Background: an optimization exercise with open tools, aiming at small area. Do not read the settings as production practice.
Function was checked by simulation only, so behaviour that the tests miss may differ from the original.
Power and IR drop assume default switching activity.

## old
==> flow/design.v (excerpt) <==
module dbgseq (
    input  wire        clk,
    input  wire        rst,
    input  wire        bus_en,
    input  wire        bus_we,
    input  wire [1:0]  bus_size,
    input  wire [12:0] bus_addr,
    input  wire [31:0] bus_wdata,
    output reg  [31:0] bus_rdata,
    output reg         bus_err,
    output wire        swclk,
    output wire        swdio_o,
    output wire        swdio_oe,
    input  wire        swdio_i
);
export LEC_CHECK = 0
export CAP_MARGIN = 20
export CORE_MARGIN = 2
export CORE_UTILIZATION = 40
export CTS_CLUSTER_DIAMETER = 70
export CTS_CLUSTER_SIZE = 20
export SLEW_MARGIN = 20
create_clock -name core_clock -period 10.0 [get_ports {clk}]
run.sh (not shown) runs the stock make flow with config.mk's settings and CLKGATE_MAP_FILE= SYNTH_SCRIPT=/design/flow/synth_recipe.tcl, a recipe that flattens the netlist after the stock synthesis.
Input changes introduced in new (baseline for comparison: old):
Settings: CTS_CLUSTER_SIZE: 20 -> unset; CTS_CLUSTER_DIAMETER: 70 -> unset.
==> flow/flow/run.sh (new file) <==
#!/bin/bash
# The standard layout (standard.sh, standard synthesis included) with two
# changes passed to ORFS through its own variables:
#  - clock tree: sink clusters of up to 20 registers within 70 um, and no
#    dummy loads on the leaf buffers
#  - port buffers: sky130_fd_sc_hd__buf_1 instead of the delay buffer
# make's full output goes to flow_make.log; each ORFS step also keeps its
# own log under orfs/logs/.
set -euo pipefail
export CTS_ARGS="-sink_clustering_enable -repair_clock_nets -dont_use_dummy_load -sink_clustering_size 20 -sink_clustering_max_diameter 70"
export BUFFER_PORTS_ARGS="-buffer_cell sky130_fd_sc_hd__buf_1"
bash standard.sh > flow_make.log 2>&1
==> flow/standard.sh (new file) <==
#!/bin/bash
# synth_recipe.tcl (not shown) runs the flow's synth.tcl, then flattens the netlist and writes it again
# the make line also repeats each setting of config.mk as NAME=value (left out here)
make -C /OpenROAD-flow-scripts/flow DESIGN_CONFIG=/design/flow/config.mk WORK_HOME=/design/flow/orfs CLKGATE_MAP_FILE= SYNTH_SCRIPT=/design/flow/synth_recipe.tcl "${@:-finish}"
removed: flow/run.sh
--- outcome ---
Every run in the comparison, old and new, completed the flow with a clean layout.
Per the comparison of new with old, cell area reported after detailed placement went down by 500 um2, worst slew slack as a fraction of its limit moved up.
Compared with old, new shows a lower register-to-register slack.
old → new: endpoint required time on the critical path grew by 0.20 ns; post-route non-filler standard cell count fell 26.
[compare] base=old new=new: cell area now sits lower, relative contribution of the clock network to total power now smaller, overall power of the completed layout shows a reduction of about 3.4%.

---

dbgseq, a different RTL version from the one above (not shown whole).
Size in the first run: about 820 flip-flops, roughly 88 I/O pins.
==> flow/config.mk <==
export PLATFORM = sky130hd
export DESIGN_NAME = dbgseq
export DESIGN_NICKNAME = dbgseq
export VERILOG_FILES = /design/flow/design.v
export SDC_FILE = /design/flow/constraint.sdc
export NUM_CORES = 4
export LEC_CHECK = 0
export CAP_MARGIN = 20
export CORE_MARGIN = 2
export CORE_UTILIZATION = 65
export PLACE_DENSITY = 0.85
export SLEW_MARGIN = 20
==> flow/constraint.sdc <==
create_clock -name core_clock -period 10.0 [get_ports {clk}]
set_input_delay 2.0000 -clock core_clock [delete_from_list [all_inputs] [get_ports {clk}]]
set_output_delay 2.0000 -clock core_clock [all_outputs]
set_load 0.01 [all_outputs]
standard.sh (not shown) runs the stock make flow with config.mk's settings and CLKGATE_MAP_FILE= SYNTH_SCRIPT=/design/flow/synth_recipe.tcl, a recipe that flattens the netlist after the stock synthesis.
==> flow/flow/run.sh <==
#!/bin/bash
# The standard layout (standard.sh, standard synthesis included) with two
# changes passed to ORFS through its own variables:
#  - clock tree: sink clusters of up to 34 registers within 75 um, and no
#    dummy loads on the leaf buffers
#  - port buffers: sky130_fd_sc_hd__buf_1 instead of the delay buffer
# make's full output goes to flow_make.log; each ORFS step also keeps its
# own log under orfs/logs/.
set -euo pipefail
export CTS_ARGS="-sink_clustering_enable -repair_clock_nets -dont_use_dummy_load -sink_clustering_size 34 -sink_clustering_max_diameter 75"
export BUFFER_PORTS_ARGS="-buffer_cell sky130_fd_sc_hd__buf_1"
bash standard.sh > flow_make.log 2>&1
Then changed:
==> flow/flow/run.sh (replaced) <==
#!/bin/bash
# The standard layout (standard.sh, standard synthesis included) with two
# changes passed to ORFS through its own variables:
#  - clock tree: sink clusters of up to 28 registers within 80 um, and no
#    dummy loads on the leaf buffers
#  - port buffers: sky130_fd_sc_hd__buf_1 instead of the delay buffer
# make's full output goes to flow_make.log; each ORFS step also keeps its
# own log under orfs/logs/.
set -euo pipefail
export CTS_ARGS="-sink_clustering_enable -repair_clock_nets -dont_use_dummy_load -sink_clustering_size 28 -sink_clustering_max_diameter 80"
export BUFFER_PORTS_ARGS="-buffer_cell sky130_fd_sc_hd__buf_1"
bash standard.sh > flow_make.log 2>&1
CORE_UTILIZATION = 55   (was 65)
PLACE_DENSITY = 0.75   (was 0.85)
What happened: Power rises by 0.67%; fmax rises by 10%; combinational power falls by about 3%; final area rises by 0.33%.

==> what the ideal ports hide <==
Ports are ideal in the flow. The routed layouts listed here were re-timed in OpenROAD. Step 1, drivers: a clkbuf_16 drives clk and a buf_2 each remaining input, both assumed. Step 2, shift: input delay + t, output delay - t, t = (earliest + latest rising clock arrival at the registers) / 2. This alone moves slack from input paths to output paths. Slacks: ideal / step 1 / step 2; pairs: ideal / step 1.
run | shift t [ns] | slack for setup (ns) | hold slack, ns | worst slew at a driven data input, ns | pins driven straight from the clock port
old | 0.711 | 3.338 / 3.351 / 2.640 | 0.348 / 0.348 / 0.348 | 0.07 | 1
new | 0.675 | 3.928 / 3.973 / 3.298 | 0.309 / 0.309 / 0.309 | 0.04 | 1
the first run of note 2 | 0.635 | 3.975 / 4.019 / 3.383 | 0.325 / 0.325 / 0.325 | 0.07 | 1
the second run of note 2 | 0.639 | 4.529 / 4.569 / 3.930 | 0.291 / 0.291 / 0.291 | 0.11 | 1
After both steps setup and hold are still met in every run listed. The setup slack of old, which loses most, moves by +0.013 ns with the drivers and by -0.698 ns with both steps.
